Background: an optimization exercise with open tools, aiming at a short achievable clock period. Do not read the settings as production practice. Function was not checked in any run shown here: the RTL went through the layout flow alone. Power figures rest on the tool's default switching activity, not on a simulated workload.

`design.v`:
```
module imu_s16_to_f32 #(
    parameter integer MULT  = 1,
    parameter integer SHIFT = 0
) (
    input  wire [15:0] raw,
    output reg  [31:0] f
);
    wire        sign  = raw[15];
    wire [15:0] mag16 = sign ? (~raw + 16'd1) : raw;    
    wire [23:0] mag   = mag16 * MULT;                    
    integer     i;
    reg   [4:0] msb;
    reg  [23:0] norm;
    reg   [7:0] expo;
    always @(*) begin
        msb = 5'd0;
        for (i = 0; i < 24; i = i + 1)
            if (mag[i]) msb = i[4:0];
        norm = mag << (5'd23 - msb);
        expo = 8'd127 + {3'd0, msb} - SHIFT[7:0];
        if (mag == 24'd0)
            f = 32'h0000_0000;
        else
            f = {sign, expo, norm[22:0]};
    end
endmodule
module imu_temp_conv (
    input  wire [15:0] raw,
    output reg  [31:0] f
);
    wire signed [15:0] r = raw;
    wire               sign = (r < -16'sd12325);          
    wire [18:0] rs = {{3{raw[15]}}, raw};
    wire [18:0] yp = rs + {rs[17:0], 1'b0} + 19'd36975;
    wire [18:0] yn = 19'd0 - rs - {rs[17:0], 1'b0} - 19'd36975;
    wire [17:0] y  = sign ? yn[17:0] : yp[17:0];
    reg  [18:0] ge;
    integer     i;
    integer     t;
    always @(*) begin
        ge[18] = 1'b0;
        for (i = 0; i < 18; i = i + 1) begin
            if (i >= 8) t = 85 << (i - 8);
            else        t = (85 + (1 << (8 - i)) - 1) >> (8 - i);
            ge[i] = sign ? ($signed({r[15], r}) <= -12325 - t)
                         : ($signed({r[15], r}) >= t - 12325);
        end
    end
    reg   [9:0] sd;
    reg   [9:0] yq;
    reg   [9:0] q;
    reg   [7:0] b;
    reg  [41:0] s;
    reg  [24:0] win;
    reg   [7:0] lo;
    reg   [7:0] expo;
    integer     z;
    always @(*) begin
        sd = {8'd0, y[17:16]} + {2'd0, y[15:8]} + {2'd0, y[7:0]};
        yq = y[17:8] + {8'd0, y[17:16]};
        if (sd >= 10'd510) begin
            q = yq + 10'd2;
            b = sd[7:0] + 8'd2;
        end else if (sd >= 10'd255) begin
            q = yq + 10'd1;
            b = sd[7:0] + 8'd1;
        end else begin
            q = yq;
            b = sd[7:0];
        end
        s = {q, b, b, b, b};
        win  = 25'd0;
        expo = 8'd0;
        for (z = 0; z < 18; z = z + 1)
            if (ge[17 - z] && !ge[18 - z]) begin
                win  = s[41 - z -: 25];
                expo = 8'd134 - z[7:0];
            end
        lo = win[8:1] + {7'd0, win[0]};
        if (!ge[0])
            f = 32'h0000_0000;
        else
            f = {sign, expo, win[23:9], lo};
    end
endmodule
module imu_eq (
    input  wire [7:0] in_byte,
    input  wire [7:0] csum,
    output wire       eq
);
    assign eq = (in_byte == csum);
endmodule
module imu_we (
    input  wire [7:0] in_byte,
    input  wire [7:0] csum,
    input  wire       in_valid,
    input  wire       p,
    output wire       we
);
    assign we = in_valid && p && (in_byte == csum);
endmodule
module imu_next #(
    parameter integer W = 32
) (
    input  wire         rst,
    input  wire         we,
    input  wire [W-1:0] d,
    input  wire [W-1:0] q,
    output wire [W-1:0] n
);
    assign n = rst ? {W{1'b0}} : (we ? d : q);
endmodule
module imu_frame_decoder (
    input  wire        clk,
    input  wire        rst,         
    input  wire        in_valid,
    input  wire [7:0]  in_byte,
    input  wire [31:0] now,
    output reg  [1:0]  fstate,
    output wire [31:0] acc_x,
    output wire [31:0] acc_y,
    output wire [31:0] acc_z,
    output wire [31:0] gyro_x,
    output wire [31:0] gyro_y,
    output wire [31:0] gyro_z,
    output wire [31:0] angle_x,
    output wire [31:0] angle_y,
    output wire [31:0] angle_z,
    output wire [31:0] mag_x,
    output wire [31:0] mag_y,
    output wire [31:0] mag_z,
    output reg  [31:0] temp,
    output reg  [15:0] version,
    output reg  [31:0] ts,
    output reg         valid,
    output reg  [31:0] wd_last
);
    localparam [1:0] S_IDLE        = 2'd0;
    localparam [1:0] S_RECEIVING   = 2'd1;
    localparam [1:0] S_FRAME_READY = 2'd2;
    localparam [1:0] S_FRAME_ERROR = 2'd3;
    localparam [7:0] HDR       = 8'h55;
    localparam [7:0] TAG_ACC   = 8'h51;
    localparam [7:0] TAG_GYRO  = 8'h52;
    localparam [7:0] TAG_ANGLE = 8'h53;
    localparam [7:0] TAG_MAG   = 8'h54;
    reg [31:8] acc_x_r;
    reg [31:8] acc_y_r;
    reg [31:8] acc_z_r;
    reg [31:8] mag_x_r;
    reg [31:8] mag_y_r;
    reg [31:8] mag_z_r;
    reg [31:2] gyro_x_r;
    reg [31:2] gyro_y_r;
    reg [31:2] gyro_z_r;
    reg [31:3] angle_x_r;
    reg [31:3] angle_y_r;
    reg [31:3] angle_z_r;
    assign acc_x = {acc_x_r, 8'd0};
    assign acc_y = {acc_y_r, 8'd0};
    assign acc_z = {acc_z_r, 8'd0};
    assign mag_x = {mag_x_r, 8'd0};
    assign mag_y = {mag_y_r, 8'd0};
    assign mag_z = {mag_z_r, 8'd0};
    assign gyro_x = {gyro_x_r, 2'd0};
    assign gyro_y = {gyro_y_r, 2'd0};
    assign gyro_z = {gyro_z_r, 2'd0};
    assign angle_x = {angle_x_r, 3'd0};
    assign angle_y = {angle_y_r, 3'd0};
    assign angle_z = {angle_z_r, 3'd0};
    reg [7:0] fb1, fb2, fb3, fb4, fb5, fb6, fb7, fb8, fb9;
    reg [10:1] cur;
    wire recv = (fstate == S_RECEIVING);
    reg  [7:0] s8;
    always @(posedge clk)
        s8 <= HDR + fb1 + fb2 + fb3 + fb4 + fb5 + fb6 + fb7 + fb8;
    wire [7:0] csum = s8 + fb9;
    wire [15:0] raw0 = {fb3, fb2};
    wire [15:0] raw1 = {fb5, fb4};
    wire [15:0] raw2 = {fb7, fb6};
    wire [15:0] raw3 = {fb9, fb8};
    wire [31:0] acc0_f, acc1_f, acc2_f;
    wire [31:0] gyro0_f, gyro1_f, gyro2_f;
    wire [31:0] ang0_f, ang1_f, ang2_f;
    wire [31:0] mag0_f, mag1_f, mag2_f;
    wire [31:0] temp_f;
    imu_s16_to_f32 #(.MULT(1),   .SHIFT(11)) u_acc0  (.raw(raw0), .f(acc0_f));
    imu_s16_to_f32 #(.MULT(1),   .SHIFT(11)) u_acc1  (.raw(raw1), .f(acc1_f));
    imu_s16_to_f32 #(.MULT(1),   .SHIFT(11)) u_acc2  (.raw(raw2), .f(acc2_f));
    imu_s16_to_f32 #(.MULT(125), .SHIFT(11)) u_gyro0 (.raw(raw0), .f(gyro0_f));
    imu_s16_to_f32 #(.MULT(125), .SHIFT(11)) u_gyro1 (.raw(raw1), .f(gyro1_f));
    imu_s16_to_f32 #(.MULT(125), .SHIFT(11)) u_gyro2 (.raw(raw2), .f(gyro2_f));
    imu_s16_to_f32 #(.MULT(45),  .SHIFT(13)) u_ang0  (.raw(raw0), .f(ang0_f));
    imu_s16_to_f32 #(.MULT(45),  .SHIFT(13)) u_ang1  (.raw(raw1), .f(ang1_f));
    imu_s16_to_f32 #(.MULT(45),  .SHIFT(13)) u_ang2  (.raw(raw2), .f(ang2_f));
    imu_s16_to_f32 #(.MULT(1),   .SHIFT(0))  u_mag0  (.raw(raw0), .f(mag0_f));
    imu_s16_to_f32 #(.MULT(1),   .SHIFT(0))  u_mag1  (.raw(raw1), .f(mag1_f));
    imu_s16_to_f32 #(.MULT(1),   .SHIFT(0))  u_mag2  (.raw(raw2), .f(mag2_f));
    imu_temp_conv                            u_temp  (.raw(raw3), .f(temp_f));
    reg p_last, p_acc, p_gyro, p_ang, p_mag, p_temp, p_known;
    wire nx_last = recv && cur[9];
    always @(posedge clk) begin
        if (rst) begin
            p_last <= 1'b0; p_acc <= 1'b0; p_gyro <= 1'b0; p_ang <= 1'b0;
            p_mag  <= 1'b0; p_temp <= 1'b0; p_known <= 1'b0;
        end else if (in_valid) begin
            p_last  <= nx_last;
            p_acc   <= nx_last && (fb1 == TAG_ACC);
            p_gyro  <= nx_last && (fb1 == TAG_GYRO);
            p_ang   <= nx_last && (fb1 == TAG_ANGLE);
            p_mag   <= nx_last && (fb1 == TAG_MAG);
            p_temp  <= nx_last && (fb1 == TAG_ACC || fb1 == TAG_MAG);
            p_known <= nx_last && (fb1 >= TAG_ACC && fb1 <= TAG_MAG);
        end
    end
    wire eq;
    imu_eq u_eq (.in_byte(in_byte), .csum(csum), .eq(eq));
    wire is_hdr = (in_byte == HDR);
    always @(posedge clk) begin
        if (in_valid && recv) begin
            if (cur[1]) fb1 <= in_byte;
            if (cur[2]) fb2 <= in_byte;
            if (cur[3]) fb3 <= in_byte;
            if (cur[4]) fb4 <= in_byte;
            if (cur[5]) fb5 <= in_byte;
            if (cur[6]) fb6 <= in_byte;
            if (cur[7]) fb7 <= in_byte;
            if (cur[8]) fb8 <= in_byte;
            if (cur[9]) fb9 <= in_byte;
        end
    end
    always @(posedge clk) begin
        if (rst) begin
            fstate <= S_IDLE;
            cur    <= 10'd1;
        end else if (in_valid) begin
            if (recv) begin
                if (p_last)
                    fstate <= eq ? S_FRAME_READY : S_FRAME_ERROR;
                cur <= {cur[9:1], 1'b0};
            end else begin
                fstate <= is_hdr ? S_RECEIVING : S_IDLE;
                cur    <= 10'd1;
            end
        end
    end
    wire wd_last_we;
    imu_we u_wd_last_we (.in_byte(in_byte), .csum(csum), .in_valid(in_valid), .p(p_last), .we(wd_last_we));
    wire acc_x_r_we;
    imu_we u_acc_x_r_we (.in_byte(in_byte), .csum(csum), .in_valid(in_valid), .p(p_acc), .we(acc_x_r_we));
    wire acc_y_r_we;
    imu_we u_acc_y_r_we (.in_byte(in_byte), .csum(csum), .in_valid(in_valid), .p(p_acc), .we(acc_y_r_we));
    wire acc_z_r_we;
    imu_we u_acc_z_r_we (.in_byte(in_byte), .csum(csum), .in_valid(in_valid), .p(p_acc), .we(acc_z_r_we));
    wire gyro_x_r_we;
    imu_we u_gyro_x_r_we (.in_byte(in_byte), .csum(csum), .in_valid(in_valid), .p(p_gyro), .we(gyro_x_r_we));
    wire gyro_y_r_we;
    imu_we u_gyro_y_r_we (.in_byte(in_byte), .csum(csum), .in_valid(in_valid), .p(p_gyro), .we(gyro_y_r_we));
    wire gyro_z_r_we;
    imu_we u_gyro_z_r_we (.in_byte(in_byte), .csum(csum), .in_valid(in_valid), .p(p_gyro), .we(gyro_z_r_we));
    wire angle_x_r_we;
    imu_we u_angle_x_r_we (.in_byte(in_byte), .csum(csum), .in_valid(in_valid), .p(p_ang), .we(angle_x_r_we));
    wire angle_y_r_we;
    imu_we u_angle_y_r_we (.in_byte(in_byte), .csum(csum), .in_valid(in_valid), .p(p_ang), .we(angle_y_r_we));
    wire angle_z_r_we;
    imu_we u_angle_z_r_we (.in_byte(in_byte), .csum(csum), .in_valid(in_valid), .p(p_ang), .we(angle_z_r_we));
    wire version_we;
    imu_we u_version_we (.in_byte(in_byte), .csum(csum), .in_valid(in_valid), .p(p_ang), .we(version_we));
    wire mag_x_r_we;
    imu_we u_mag_x_r_we (.in_byte(in_byte), .csum(csum), .in_valid(in_valid), .p(p_mag), .we(mag_x_r_we));
    wire mag_y_r_we;
    imu_we u_mag_y_r_we (.in_byte(in_byte), .csum(csum), .in_valid(in_valid), .p(p_mag), .we(mag_y_r_we));
    wire mag_z_r_we;
    imu_we u_mag_z_r_we (.in_byte(in_byte), .csum(csum), .in_valid(in_valid), .p(p_mag), .we(mag_z_r_we));
    wire temp_we;
    imu_we u_temp_we (.in_byte(in_byte), .csum(csum), .in_valid(in_valid), .p(p_temp), .we(temp_we));
    wire ts_we;
    imu_we u_ts_we (.in_byte(in_byte), .csum(csum), .in_valid(in_valid), .p(p_known), .we(ts_we));
    wire valid_we;
    imu_we u_valid_we (.in_byte(in_byte), .csum(csum), .in_valid(in_valid), .p(p_known), .we(valid_we));
    wire [31:0] wd_last_n;
    imu_next #(.W(32)) u_wd_last_n (.rst(rst), .we(wd_last_we), .d(now), .q(wd_last), .n(wd_last_n));
    wire [23:0] acc_x_r_n;
    imu_next #(.W(24)) u_acc_x_r_n (.rst(rst), .we(acc_x_r_we), .d(acc0_f[31:8]), .q(acc_x_r), .n(acc_x_r_n));
    wire [23:0] acc_y_r_n;
    imu_next #(.W(24)) u_acc_y_r_n (.rst(rst), .we(acc_y_r_we), .d(acc1_f[31:8]), .q(acc_y_r), .n(acc_y_r_n));
    wire [23:0] acc_z_r_n;
    imu_next #(.W(24)) u_acc_z_r_n (.rst(rst), .we(acc_z_r_we), .d(acc2_f[31:8]), .q(acc_z_r), .n(acc_z_r_n));
    wire [29:0] gyro_x_r_n;
    imu_next #(.W(30)) u_gyro_x_r_n (.rst(rst), .we(gyro_x_r_we), .d(gyro0_f[31:2]), .q(gyro_x_r), .n(gyro_x_r_n));
    wire [29:0] gyro_y_r_n;
    imu_next #(.W(30)) u_gyro_y_r_n (.rst(rst), .we(gyro_y_r_we), .d(gyro1_f[31:2]), .q(gyro_y_r), .n(gyro_y_r_n));
    wire [29:0] gyro_z_r_n;
    imu_next #(.W(30)) u_gyro_z_r_n (.rst(rst), .we(gyro_z_r_we), .d(gyro2_f[31:2]), .q(gyro_z_r), .n(gyro_z_r_n));
    wire [28:0] angle_x_r_n;
    imu_next #(.W(29)) u_angle_x_r_n (.rst(rst), .we(angle_x_r_we), .d(ang0_f[31:3]), .q(angle_x_r), .n(angle_x_r_n));
    wire [28:0] angle_y_r_n;
    imu_next #(.W(29)) u_angle_y_r_n (.rst(rst), .we(angle_y_r_we), .d(ang1_f[31:3]), .q(angle_y_r), .n(angle_y_r_n));
    wire [28:0] angle_z_r_n;
    imu_next #(.W(29)) u_angle_z_r_n (.rst(rst), .we(angle_z_r_we), .d(ang2_f[31:3]), .q(angle_z_r), .n(angle_z_r_n));
    wire [15:0] version_n;
    imu_next #(.W(16)) u_version_n (.rst(rst), .we(version_we), .d(raw3), .q(version), .n(version_n));
    wire [23:0] mag_x_r_n;
    imu_next #(.W(24)) u_mag_x_r_n (.rst(rst), .we(mag_x_r_we), .d(mag0_f[31:8]), .q(mag_x_r), .n(mag_x_r_n));
    wire [23:0] mag_y_r_n;
    imu_next #(.W(24)) u_mag_y_r_n (.rst(rst), .we(mag_y_r_we), .d(mag1_f[31:8]), .q(mag_y_r), .n(mag_y_r_n));
    wire [23:0] mag_z_r_n;
    imu_next #(.W(24)) u_mag_z_r_n (.rst(rst), .we(mag_z_r_we), .d(mag2_f[31:8]), .q(mag_z_r), .n(mag_z_r_n));
    wire [31:0] temp_n;
    imu_next #(.W(32)) u_temp_n (.rst(rst), .we(temp_we), .d(temp_f), .q(temp), .n(temp_n));
    wire [31:0] ts_n;
    imu_next #(.W(32)) u_ts_n (.rst(rst), .we(ts_we), .d(now), .q(ts), .n(ts_n));
    wire [0:0] valid_n;
    imu_next #(.W(1)) u_valid_n (.rst(rst), .we(valid_we), .d(1'b1), .q(valid), .n(valid_n));
    always @(posedge clk) begin
        wd_last <= wd_last_n;
        acc_x_r <= acc_x_r_n;
        acc_y_r <= acc_y_r_n;
        acc_z_r <= acc_z_r_n;
        gyro_x_r <= gyro_x_r_n;
        gyro_y_r <= gyro_y_r_n;
        gyro_z_r <= gyro_z_r_n;
        angle_x_r <= angle_x_r_n;
        angle_y_r <= angle_y_r_n;
        angle_z_r <= angle_z_r_n;
        version <= version_n;
        mag_x_r <= mag_x_r_n;
        mag_y_r <= mag_y_r_n;
        mag_z_r <= mag_z_r_n;
        temp <= temp_n;
        ts <= ts_n;
        valid <= valid_n;
    end
endmodule
```
`flow/run.sh`:
```
#!/bin/bash
# Standard layout (the standard.sh, standard synthesis unchanged), with:
#  - the resizer's setup repair aiming at a larger slack, so it keeps
#    improving paths that already meet the clock,
#  - resizing not held to the same cell footprint,
#  - port buffers of a plain buffer cell instead of a delay cell.
set -euo pipefail
bash standard.sh \
  SETUP_SLACK_MARGIN=56 \
  MATCH_CELL_FOOTPRINT=0 \
  "BUFFER_PORTS_ARGS=-buffer_cell sky130_fd_sc_hd__buf_4" \
  finish > standard.log 2>&1
```
`standard.sh`:
```
#!/bin/bash
# synth_recipe.tcl (not shown) runs the flow's synth.tcl, then flattens the netlist and writes it again
# the make line also repeats each setting of config.mk as NAME=value (left out here)
make -C /OpenROAD-flow-scripts/flow DESIGN_CONFIG=/design/flow/config.mk WORK_HOME=/design/flow/orfs CLKGATE_MAP_FILE= SYNTH_SCRIPT=/design/flow/synth_recipe.tcl "${@:-finish}"
```
`config.mk`:
```
export PLATFORM = sky130hd
export DESIGN_NAME = imu_frame_decoder
export DESIGN_NICKNAME = imu_frame_decoder
export VERILOG_FILES = /design/flow/design.v
export SDC_FILE = /design/flow/constraint.sdc
export NUM_CORES = 4
export LEC_CHECK = 0
export CAP_MARGIN = 40
export CORE_MARGIN = 2
export CORE_UTILIZATION = 60
export CTS_CLUSTER_DIAMETER = 120
export CTS_CLUSTER_SIZE = 24
export SLEW_MARGIN = 40
export SYNTH_HIERARCHICAL = 1
```
`constraint.sdc`:
```
create_clock -name core_clock -period 70.0 [get_ports {clk}]
set_input_delay 14.0000 -clock core_clock [delete_from_list [all_inputs] [get_ports {clk}]]
set_output_delay 14.0000 -clock core_clock [all_outputs]
set_load 0.01 [all_outputs]
```
==> summary.txt, run 1 <==
- CTS sink cnt: 532
- Routed length per instance: 23.1 um
- Ports: 542
- Hold Path Class: flop to flop
- Final setup vio count: 0
- Max Buffers Root-to-Sink: 3
- Metal3 WL: 23400 um
- Antenna Cells: 0
- Synth warn: 12
- Drt via density: 6.56
- Rows: 124
- R2R cell count: 41
- Crit path DAT: 16.01 ns
- Leak pwr: 34.0 nW
- Final WL: 238000 um
- GRT overflow: 0
- Number of max-slew violations in the final report: 0
- Synth Instances: 8322
- Avg Inst Size Synth: 8.24 um2
- Crit-path max FO: 5
- Worst Skew: 0.0570 ns
- Area grow syn2layout: 17.7%
- Clock-pin slew on the worst setup and hold paths: 0.12 ns
- Post-route cell area: 80700 um2
- R2R Path Start: fb8[1]$_DFFE_PP_
- Number of global-route vias before repair: 64591
- Hold Vio Cnt, Final: 0
- Core Box Area: 114000 um2
- Hold buffers post-CTS: 0
- Req. time, crit path: 70.57 ns
- Wire length on met2: 108000 um
- Total vias in the final route: 67592
- Gpl congestion: 0.988
- Top routing layer used: met5
- Startpoint types: input pin
- Mapped Area: 68600 um2
- Hold path cells: 2
- Reg2Reg Setup Slack: 59.29 ns
- CP endpoint kind: flop
- CTS tree: done
- Largest net degree at the start of global routing: 87
- H-tree levels: 1
- Router iterations before antenna repair: 9
- Fill count: 8759
- Die W: 342 um
- Routed Antenna Nets: 0
- Number of DRC markers in iteration 0: 7229
- Reported max-cap violation count: 0
- Final net count: 9548
- VDD IR-drop max: 0.0183 mV
- Clk root buf: clkbuf_16
- CTS Buf Count: 29
- Clk Latency, worst-skew pair: 0.74 ns
- Setup CP Type: input pin to flop
- Fmax: 64.8 MHz
- Worst slew pin tran: 1.07 ns
- Layout cells sized above 1: 0.218
- Area after DPL: 72900 um2
- Result of the run: complete, no violations
- DP HPWL: 157000 um
- Reg-to-Reg End: temp[7]$_DFF_P_
- Final worst-path cycle share: 0.221
- TNS Setup: 0 ns
- Met1 WL: 95500 um
- Final Worst Setup Slack: 54.56 ns
- Post-Place Setup Slack: 53.17 ns
- Tmin final: 15.44 ns
- RSZ-0062 raised after global routing: true
- Pwr/cell area: 6.79 nW/um2
- Port Buffers: 478
- HP Start: temp[17]$_DFF_P_
- Starting density of the core: 0.602
- Chip height: 342 um
- Worst relative slew slack: 0.288
- First-pass GRT wire length: 359000 um
- Gr usage total: 0.374
- Residual DRC: 0
- Hold endpoint: temp[17]$_DFF_P_
- Die area: 117000 um2
- Antenna violations before repair: 0
[sequential cells by signal, indices dropped and copies added, names as in the netlist, 29 cells and up]
| register | count |
|---|---|
| angle_y_r | 29 |
| ts | 32 |
| gyro_y_r | 30 |
| wd_last | 32 |
| gyro_z_r | 30 |
| gyro_x_r | 30 |
| angle_z_r | 29 |
| angle_x_r | 29 |
| temp | 32 |
[worst max-delay path by stage]
stage	start	end	slack [ns]
4_1_cts	gyro_x_r[23]$_DFF_P_	gyro_x[23]	54.76
3_3_place_gp	rst	angle_x_r[5]$_DFF_P_	52.74
3_5_place_dp	rst	angle_x_r[8]$_DFF_P_	53.17
2_1_floorplan	in_byte[2]	angle_x_r[20]$_DFF_P_	54.90
5_1_grt	in_byte[4]	valid$_DFF_P_	54.51
6_report	in_byte[4]	valid$_DFF_P_	54.56
[metal layers]
layer,track usage,vias up
li1,-,30773
met1,0.488,32306
met2,0.608,3677
met3,0.0776,834
met4,0.143,2
met5,0,-
[what timing repair did]
| item | 4_1_cts | 5_1_grt |
|---|---|---|
| buffers inserted | 103 | 50 |
| resized for setup | 725 | 133 |
| gates cloned | 74 | 2 |
| pin swaps | 37 | 90 |
| endpoints found under the setup margin | 960 | 960 |
[layout by cell type, fill, tap and decap left out, types with 56 or more instances in the layout]
master and count:
nand3_1 173, buf_6 462, o21a_1 68, nor2b_1 64
mux2i_1 656, o221ai_1 56, nand2_1 408, ha_1 463
fa_1 270, or3_1 58, o31ai_1 71, o211ai_1 83
buf_4 230, a31oi_1 101, nor3_1 194, and3_1 67
o22ai_1 64, xnor2_2 99, nand2b_1 82, nor2_1 968
clkbuf_16 82, xor2_1 108, dfxtp_2 423, a21o_1 102
edfxtp_1 72, conb_1 70, and2_1 74, nand4_1 78
a211oi_1 83, xnor2_1 281, inv_1 703, a21oi_1 389
o21ai_0 319
[layout make-up]
cell class,instances,area [um2],share of cell area
Multi-Input combinational cell,6660,53300,0.661
Sequential cell,532,11900,0.148
Timing Repair Buffer,818,9820,0.122
Inverter,730,2800,0.0347
Tap cell,1512,1890,0.0234
Clock buffer,33,762,0.00944
Clock inverter,11,178,0.00220
[worst max-delay path: stages]
cell and delay (ns):
clkbuf_16 0.17, buf_6 0.13, buf_12 0.14, xnor2_4 0.19
nand4_1 0.15, nor3_2 0.54, mux2i_1 0.22, nor2_1 0.45
[power by group]
part           total, mW  switching [mW]  internal, mW
Clock              0.206           0.118        0.0879
Sequential         0.308       0.0000177         0.308
Combinational     0.0339          0.0192        0.0147
Total              0.548           0.137         0.411
[stage by stage]
stage | std cells | util | power (mW) | hold WS, ns
6_report | 10296 | 0.709 | 0.548 | 0.500
5_1_grt | 10296 | 0.709 | 0.561 | 0.524
4_1_cts | 10241 | 0.697 | 0.541 | 0.505
3_5_place_dp | 10020 | 0.641 | 0.333 | 0.470
3_3_place_gp | 10017 | 0.639 | 0.332 | 0.461
2_1_floorplan | 8384 | - | 0.329 | 0.457
==> run 2, diff against run 1 <==
==> flow/run.sh (replaced) <==
#!/bin/bash
# Standard layout (the standard.sh, standard synthesis unchanged), with:
#  - the resizer's setup repair aiming at a larger slack, so it keeps
#    improving paths that already meet the clock,
#  - resizing not held to the same cell footprint,
#  - port buffers of a plain buffer cell instead of a delay cell,
#  - after placement, each output buffer moved next to its register.
set -euo pipefail
ARGS=(SETUP_SLACK_MARGIN=56 MATCH_CELL_FOOTPRINT=0 "BUFFER_PORTS_ARGS=-buffer_cell sky130_fd_sc_hd__buf_4")
bash standard.sh "${ARGS[@]}" place > standard_place.log 2>&1
PLACE_ODB=$(find "$PWD/orfs/results" -name 3_place.odb | head -1)
export PLACE_ODB
openroad -no_init -exit flow/move_obuf.tcl > move_obuf.log 2>&1
bash standard.sh "${ARGS[@]}" finish > standard.log 2>&1
==> flow/move_obuf.tcl (new file) <==
# Put each output port's buffer next to the register that drives it, so the
# register drives only a short wire and the buffer drives the long one to the
# pin; then legalize the placement again.
set odb $::env(PLACE_ODB)
read_db $odb
set block [ord::get_db_block]
set moved 0
foreach bt [$block getBTerms] {
  if {[$bt getIoType] ne "OUTPUT"} continue
  set net [$bt getNet]
  if {$net eq "NULL"} continue
  set buf ""
  foreach it [$net getITerms] { if {[$it isOutputSignal]} { set buf [$it getInst] } }
  if {$buf eq ""} continue
  set in ""
  foreach it [$buf getITerms] { if {[$it isInputSignal]} { set in [$it getNet] } }
  if {$in eq "" || $in eq "NULL"} continue
  set ff ""
  foreach it [$in getITerms] { if {[$it isOutputSignal]} { set ff [$it getInst] } }
  if {$ff eq ""} continue
  if {![string match "*df*" [[$ff getMaster] getName]]} continue
  set l [$ff getLocation]
  $buf setLocation [expr {[lindex $l 0] + [[$ff getMaster] getWidth]}] [lindex $l 1]
  $buf setPlacementStatus PLACED
  incr moved
}
puts "moved $moved output buffers"
detailed_placement
check_placement -verbose
write_db $odb
==> run 2 against run 1 <==
Still clean on timing, DRC and antenna. Synthesized cell count stayed put. Sequential power barely moved. Global-route usage is 0.71 points higher. Register-to-register slack worse by 0.03 ns. Core utilization up 0.57 points. Cell area increased by 0.80%. First-iteration DRC count down 0.93%. Maximum frequency increased by 1.1%. Setup slack improved by 0.17 ns.
==> summary.txt, run 2 <==
- R2R Path Start: fb8[1]$_DFFE_PP_ (unchanged)
- Chip height: 342 um (unchanged)
- Reg-to-Reg End: temp[7]$_DFF_P_ (unchanged)
- Port Buffers: 478 (unchanged)
- Final net count: 9662 (was 9548)
- VDD IR-drop max: 0.0226 mV (was 0.0183 mV)
- Ports: 542 (unchanged)
- Number of global-route vias before repair: 65065 (was 64591)
- Leak pwr: 34.5 nW (was 34.0 nW)
- Gpl congestion: 0.988 (unchanged)
- Clock-pin slew on the worst setup and hold paths: 0.09 ns (was 0.12 ns)
- Total vias in the final route: 67807 (was 67592)
- Die area: 117000 um2 (unchanged)
- Antenna violations before repair: 1 (was 0)
- Worst slew pin tran: 0.960 ns (was 1.07 ns)
- Routed Antenna Nets: 0 (unchanged)
- Layout cells sized above 1: 0.227 (was 0.218)
- Drt via density: 6.51 (was 6.56)
- Final WL: 240000 um (was 238000 um)
- Mapped Area: 68600 um2 (unchanged)
- Req. time, crit path: 70.62 ns (was 70.57 ns)
- R2R cell count: 41 (unchanged)
- Worst relative slew slack: 0.360 (was 0.288)
- Synth warn: 12 (unchanged)
- Crit-path max FO: 8 (was 5)
- Final worst-path cycle share: 0.218 (was 0.221)
- Hold path cells: 2 (unchanged)
- CTS sink cnt: 532 (unchanged)
- Total power: 0.548 mW (about the same)
- RSZ-0062 raised after global routing: true (unchanged)
- Hold endpoint: gyro_x_r[8]$_DFF_P_ (was temp[17]$_DFF_P_)
- Crit path DAT: 15.89 ns (was 16.01 ns)
- TNS Setup: 0 ns (unchanged)
- CP endpoint kind: flop (unchanged)
- Avg Inst Size Synth: 8.24 um2 (unchanged)
- GRT overflow: 0 (unchanged)
- Hold Path Class: flop to flop (unchanged)
- Antenna Cells: 0 (unchanged)
- Worst Skew: 0.0706 ns (was 0.0570 ns)
- Area grow syn2layout: 18.7% (was 17.7%)
- Largest net degree at the start of global routing: 87 (unchanged)
- First-pass GRT wire length: 365000 um (was 359000 um)
- Max Buffers Root-to-Sink: 3 (unchanged)
- Router iterations before antenna repair: 9 (unchanged)
- Tmin final: 15.27 ns (was 15.44 ns)
- CTS Buf Count: 30 (was 29)
- CTS tree: done (unchanged)
- Rows: 124 (unchanged)
- Hold Vio Cnt, Final: 0 (unchanged)
- Largest regs: temp: 32 flops, ts: 32 flops, wd_last: 32 flops (unchanged)
- Clk root buf: clkbuf_16 (unchanged)
- DP HPWL: 157000 um (unchanged)
- Routed length per instance: 23.0 um (was 23.1 um)
- Reg2Reg Setup Slack: 59.26 ns (was 59.29 ns)
- Commonest cells after routing, fill and taps aside: nor2_1, inv_1, mux2i_1, buf_6, ha_1 (was nor2_1, inv_1, mux2i_1, ha_1, buf_6)
- Clk Latency, worst-skew pair: 0.75 ns (was 0.74 ns)
- Pwr/cell area: 6.74 nW/um2 (was 6.79 nW/um2)
- Synth Instances: 8322 (unchanged)
- Setup CP Type: input pin to flop (unchanged)
- Result of the run: complete, no violations (unchanged)
- Post-route cell area: 81400 um2 (was 80700 um2)
- Core Box Area: 114000 um2 (unchanged)
- Die W: 342 um (unchanged)
- Most common cell after layout, fill and taps aside: nor2_1 (unchanged)
- HP Start: gyro_x_r[8]$_DFF_P_ (was temp[17]$_DFF_P_)
- Starting density of the core: 0.602 (unchanged)
- Number of DRC markers in iteration 0: 7162 (was 7229)
- Area after DPL: 72900 um2 (unchanged)
- H-tree levels: 1 (unchanged)
- Residual DRC: 0 (unchanged)
- Gr usage total: 0.381 (was 0.374)
- Number of max-slew violations in the final report: 0 (unchanged)
- Final setup vio count: 0 (unchanged)
- Reported max-cap violation count: 0 (unchanged)
- Startpoint types: input pin (unchanged)
- Fmax: 65.5 MHz (was 64.8 MHz)
==> run 2: cell types whose count changed in the layout (fill, tap and decap cells not counted), moves of 9 or more <==
cell | previous run | this run
buf_4 | 230 | 340
xnor2_1 | 281 | 302
mux2i_1 | 656 | 636
xnor2_2 | 99 | 86
dfxtp_2 | 423 | 435
dfxtp_4 | 13 | 1
mux2i_2 | 29 | 40
mux2i_4 | 8 | 17
==> run 2: power breakdown <==
group | switching [mW] | internal, mW
logic | 0.0180 | 0.0139
clock network | 0.121 | 0.0867
registers | 0.0000171 | 0.308
total | 0.139 | 0.409
==> run 2: worst max-delay path by stage <==
stage	from	end	slack, ns	cells after the start
6_report	in_byte[4]	ts[17]$_DFF_P_	54.73	9
5_1_grt	in_byte[4]	ts[27]$_DFF_P_	54.73	9
4_1_cts	fstate[1]$_SDFFE_PP0P_	fstate[1]	54.76	1
3_5_place_dp	rst	angle_x_r[8]$_DFF_P_	53.17	5
3_3_place_gp	rst	angle_x_r[5]$_DFF_P_	52.74	5
2_1_floorplan	in_byte[2]	angle_x_r[20]$_DFF_P_	54.90	7
==> run 2: metrics by stage <==
| stage | hold slack (ns) | util | std cells | setup slack [ns] |
|---|---|---|---|---|
| after floorplan | 0.457 | - | 8384 | 54.90 |
| after global placement | 0.461 | 0.639 | 10017 | 52.74 |
| after detailed placement | 0.470 | 0.641 | 10020 | 53.17 |
| after CTS | 0.502 | 0.703 | 10337 | 54.76 |
| after global routing | 0.517 | 0.715 | 10410 | 54.73 |
| final | 0.499 | 0.715 | 10410 | 54.73 |
==> run 2: worst max-delay path, stage by stage <==
cell	delay (ns)
buf_16	0.13
buf_8	0.12
xnor2_4	0.13
nand4_1	0.43
nor3_4	0.38
buf_12	0.20
buf_16	0.16
mux2i_1	0.24
nor2_1	0.07
==> run 2: repair_timing <==
item	CTS	global route
pin swaps	48	82
cloned	75	1
buffers inserted	197	69
gates resized for setup	724	124
hold buffers	0	0
setup endpoints to repair	960	960
==> run 2: per-layer routing <==
metal  vias up  wire [um]  GRT usage
li1      30975          -          -
met1     32455      94900      0.492
met2      3584     109000      0.620
met3       793      24300     0.0837
met4         0      11300      0.151
met5         -          0          0
==> run 2: final cells by class <==
type	instances	area, um2
Timing Repair Buffer	931	10600
Multi-Input combinational cell	6660	53200
Inverter	730	2810
Clock buffer	34	776
Clock inverter	11	204
Sequential cell	532	11900
Fill cell	8671	32500
Tap cell	1512	1890
==> run 3, diff against run 2 <==
--- a/config.mk
+++ b/config.mk
@@ -10,2 +10,3 @@
 export CORE_UTILIZATION = 60
+export CTS_BUF_LIST = sky130_fd_sc_hd__clkbuf_8 sky130_fd_sc_hd__clkbuf_16
 export CTS_CLUSTER_DIAMETER = 120
==> run 3 against run 2 <==
Critical path depth unchanged. Wire length increased by 0.51%. Global-route usage about the same. Non-clock buffer count increased by 6. Clock power about the same. Maximum frequency decreased by 1.0%. Highest routed layer is now met5. Clock skew decreased by 0.0084 ns. Via count increased by 0.23%. Setup slack got worse by 0.15 ns. Largest cell class unchanged. Core utilization increased by 0.12 points.
==> summary.txt, run 3 <==
- Result of the run: complete, no violations (unchanged)
- Ports: 542 (unchanged)
- Final net count: 9668 (was 9662)
- Int Pwr: 0.409 mW (about the same)
- Die W: 342 um (unchanged)
- Switching portion of total power: 0.254 (about the same)
- CP endpoint kind: flop (unchanged)
- Die area: 117000 um2 (unchanged)
- Residual DRC: 0 (unchanged)
- Number of global-route vias before repair: 65077 (was 65065)
- Fmax: 64.8 MHz (was 65.5 MHz)
- Crit path DAT: 16.04 ns (was 15.89 ns)
- Final worst-path cycle share: 0.220 (was 0.218)
- TNS Setup: 0 ns (unchanged)
- Hold Path Class: flop to flop (unchanged)
- Clk Latency, worst-skew pair: 0.74 ns (was 0.75 ns)
- Final setup vio count: 0 (unchanged)
- Drt via density: 6.53 (was 6.51)
- Leak pwr: 34.5 nW (about the same)
- Number of DRC markers in iteration 0: 7073 (was 7162)
- Synth Instances: 8322 (unchanged)
- CTS sink cnt: 532 (unchanged)
- CTS Buf Count: 30 (unchanged)
- Clk root buf: clkbuf_16 (unchanged)
- Port Buffers: 478 (unchanged)
- Clock-pin slew on the worst setup and hold paths: 0.09 ns (about the same)
- Chip height: 342 um (unchanged)
- Max Buffers Root-to-Sink: 3 (unchanged)
- Synth warn: 12 (unchanged)
- Util after Layout: 0.716 (was 0.715)
- Router iterations before antenna repair: 8 (was 9)
- Worst Skew: 0.0621 ns (was 0.0706 ns)
- Total vias in the final route: 67965 (was 67807)
- Routed length per instance: 23.1 um (was 23.0 um)
- Antenna Cells: 0 (unchanged)
- Setup CP Type: input pin to flop (unchanged)
- RSZ-0062 raised after global routing: true (unchanged)
- Pwr/cell area: 6.73 nW/um2 (was 6.74 nW/um2)
- Worst relative slew slack: 0.385 (was 0.360)
- Worst slew pin tran: 0.918 ns (was 0.960 ns)
- First-pass GRT wire length: 365000 um (about the same)
- Avg Inst Size Synth: 8.24 um2 (unchanged)
- Final WL: 241000 um (was 240000 um)
- Rows: 124 (unchanged)
- Comb pwr share: 0.060 (was 0.058)
- Area after DPL: 72900 um2 (unchanged)
- Startpoint types: input pin (unchanged)
- Tmin final: 15.43 ns (was 15.27 ns)
- Most common cell after layout, fill and taps aside: nor2_1 (unchanged)
- H-tree levels: 1 (unchanged)
- Hold buffers post-CTS: 0 (unchanged)
- Area grow syn2layout: 18.8% (was 18.7%)
- Reported max-cap violation count: 0 (unchanged)
- Layout cells sized above 1: 0.227 (about the same)
- GRT overflow: 0 (unchanged)
- Largest regs: temp: 32 flops, ts: 32 flops, wd_last: 32 flops (unchanged)
- CTS tree: done (unchanged)
- Post-route cell area: 81500 um2 (was 81400 um2)
- Antenna violations before repair: 2 (was 1)
- Routed Antenna Nets: 0 (unchanged)
- Number of max-slew violations in the final report: 0 (unchanged)
- Starting density of the core: 0.602 (unchanged)
- Largest net degree at the start of global routing: 87 (unchanged)
- Hold Vio Cnt, Final: 0 (unchanged)
- VDD IR-drop max: 0.0226 mV (about the same)
- Seq pwr share: 0.562 (was 0.563)
- Sw power: 0.139 mW (about the same)
- Gr usage total: 0.382 (was 0.381)
- DP HPWL: 157000 um (unchanged)
- Req. time, crit path: 70.62 ns (about the same)
- Core Box Area: 114000 um2 (unchanged)
- Mapped Area: 68600 um2 (unchanged)
- Commonest cells after routing, fill and taps aside: nor2_1, inv_1, mux2i_1, buf_6, ha_1 (unchanged)
- Clk pwr share: 0.378 (was 0.379)
- Crit-path max FO: 8 (unchanged)
- Gpl congestion: 0.988 (unchanged)
[run 3: final timing paths]
kind | startpoint | end | slack (ns) | depth (start not counted)
hold reg to reg | gyro_x_r[8]$_DFF_P_ | gyro_x_r[8]$_DFF_P_ | 0.50 | 2
setup reg to reg | fb8[1]$_DFFE_PP_ | temp[7]$_DFF_P_ | 59.18 | 41
hold / removal | gyro_x_r[8]$_DFF_P_ | gyro_x_r[8]$_DFF_P_ | 0.50 | 2
setup / recovery | in_byte[4] | ts[17]$_DFF_P_ | 54.57 | 9
[run 3: repair_timing]
item | 4_1_cts | 5_1_grt
setup buffers | 197 | 75
cloned | 75 | 1
pin swaps | 48 | 86
resized for setup | 724 | 139
endpoints found under the setup margin | 960 | 960
[run 3: power groups by stage]
stage                     logic [mW]  clock network, mW  registers, mW
after floorplan               0.0129                  0          0.316
after global placement        0.0167                  0          0.316
after detailed placement      0.0174                  0          0.316
after CTS                     0.0271              0.208          0.308
after global routing          0.0334              0.220          0.309
final                         0.0327              0.207          0.309
[run 3: final cells by class]
type / count / area (um2)
Multi-Input combinational cell: 6660 / 53200
Fill cell: 8651 / 32400
Sequential cell: 532 / 11900
Timing Repair Buffer: 937 / 10700
Inverter: 730 / 2810
Tap cell: 1512 / 1890
Clock buffer: 31 / 764
Clock inverter: 14 / 215
[run 3: stage by stage]
stage | hold WS [ns] | total power [mW] | setup WS (ns) | std cells
final | 0.498 | 0.548 | 54.57 | 10416
after global routing | 0.517 | 0.562 | 54.68 | 10416
after CTS | 0.502 | 0.544 | 54.76 | 10337
after detailed placement | 0.470 | 0.333 | 53.17 | 10020
after global placement | 0.461 | 0.332 | 52.74 | 10017
after floorplan | 0.457 | 0.329 | 54.90 | 8384
[run 3: metal layers]
layer / global-route usage / vias up / part of all wire / wire (um)
li1: - / 30986 / - / -
met1: 0.491 / 32387 / 0.40 / 95600
met2: 0.618 / 3737 / 0.45 / 109000
met3: 0.0872 / 853 / 0.10 / 24000
met4: 0.154 / 2 / 0.051 / 12200
met5: 0 / - / 0.000054 / 13
[run 3: worst max-delay path, cell delays in order]
cell and delay (ns):
buf_16 0.13, buf_8 0.13, xnor2_4 0.23, nand4_1 0.47, nor3_4 0.37, buf_12 0.20, buf_16 0.17, mux2i_1 0.24
nor2_1 0.07
==> run 4, diff against run 3 <==
--- a/config.mk
+++ b/config.mk
@@ -9,4 +9,3 @@
 export CORE_MARGIN = 2
-export CORE_UTILIZATION = 60
-export CTS_BUF_LIST = sky130_fd_sc_hd__clkbuf_8 sky130_fd_sc_hd__clkbuf_16
+export CORE_UTILIZATION = 75
 export CTS_CLUSTER_DIAMETER = 120
==> run 4 against run 3 <==
The flow now stops in 5_1_grt. Area after synthesis unchanged. Synthesized cell count is the same.
==> summary.txt, run 4 <==
- Mapped Area: 68600 um2 (unchanged)
- Rows: 110 (was 124)
- GRT overflow: 105
- Chip height: 306 um (was 342 um)
- Error: [ERROR GRT-0116] Global routing finished with congestion. Check the congestion regions in the DRC Viewer.
- Port Buffers: 478 (unchanged)
- Gr usage total: 0.754
- Clk root buf: clkbuf_16 (unchanged)
- Starting density of the core: 0.760 (was 0.602)
- H-tree levels: 1 (unchanged)
- Largest net degree at the start of global routing: 101
- Synth warn: 12 (unchanged)
- CTS sink cnt: 532 (unchanged)
- Stopped at: 5_1_grt
- DP HPWL: 166000 um (was 157000 um)
- Number of global-route vias before repair: 86489
- Synth Instances: 8322 (unchanged)
- Result of the run: stopped before the end (was complete, no violations)
- Die W: 306 um (was 342 um)
- Avg Inst Size Synth: 8.24 um2 (unchanged)
- Ports: 542 (unchanged)
- Gpl congestion: 1.01 (was 0.988)
- CTS Buf Count: 30 (unchanged)
- Max Buffers Root-to-Sink: 3 (unchanged)
- First-pass GRT wire length: 544000 um
[run 4: stage by stage]
stage               std cells  cell area [um2]  setup slack [ns]  hold WS (ns)   util
floorplan                8384            69400             54.90         0.457      -
global placement         9669            72300             53.63         0.461  0.801
detailed placement       9678            72500             53.57         0.469  0.803
CTS                     10042            80100             54.76         0.502  0.887
[run 4: metal layers]
layer	global-route usage	overflow
met3	0.619	7
met1	0.739	3
met5	0.449	0
met4	0.721	59
met2	0.922	36
[run 4: worst max path at each step]
| stage | from | endpoint | cells after the start | slack [ns] |
|---|---|---|---|---|
| after CTS | acc_y_r[31]$_DFF_P_ | acc_y[31] | 1 | 54.76 |
| after detailed placement | rst | temp[12]$_DFF_P_ | 4 | 53.57 |
| after global placement | rst | acc_y_r[23]$_DFF_P_ | 4 | 53.63 |
| after floorplan | in_byte[2] | angle_x_r[20]$_DFF_P_ | 7 | 54.90 |
[run 4: what timing repair did]
item / 4_1_cts
pin swaps: 32
endpoints found under the setup margin: 960
setup buffers: 249
gates resized for setup: 755
cloned: 70
hold buffers: 0
[run 4: power by group through the flow]
stage	clock network, mW	registers, mW	logic (mW)
4_1_cts	0.213	0.308	0.0273
3_5_place_dp	0	0.316	0.0173
3_3_place_gp	0	0.316	0.0164
2_1_floorplan	0	0.316	0.0129

==> port drivers added, routing unchanged <==
The results above use ideal ports. As a check the final layouts listed here were re-extracted and re-timed, cells and wires unchanged.
Step 1 (the two cells are an assumption about what drives the block):
set clk [get_ports {clk}]
set_driving_cell -lib_cell sky130_fd_sc_hd__clkbuf_16 $clk
set_driving_cell -lib_cell sky130_fd_sc_hd__buf_2 [delete_from_list [all_inputs] $clk]
Step 2 times the ports against the registers' clock, not the clock port: input delays grow and output delays shrink by t, the midpoint of the rising clock arrivals with the driver on.
a / b / c = no drivers / after step 1 / after step 2; a / b = the first two.
run | shift t [ns] | setup slack, ns | hold WS [ns] | slew at the worst register clock pin (ns) | worst data-port slew with drivers (ns)
run 1 | 0.793 | 54.561 / 54.325 / 53.532 | 0.500 / 0.500 / 0.500 | 0.12 / 0.12 | 0.40
run 2 | 0.797 | 54.727 / 54.548 / 53.751 | 0.499 / 0.499 / 0.499 | 0.12 / 0.12 | 0.35
run 3 | 0.788 | 54.573 / 54.470 / 53.681 | 0.498 / 0.498 / 0.498 | 0.11 / 0.11 | 0.40
After both steps every run listed still meets setup and hold. For run 1, which loses most, drivers alone change the setup slack by -0.236 ns; drivers and shift together by -1.029 ns.
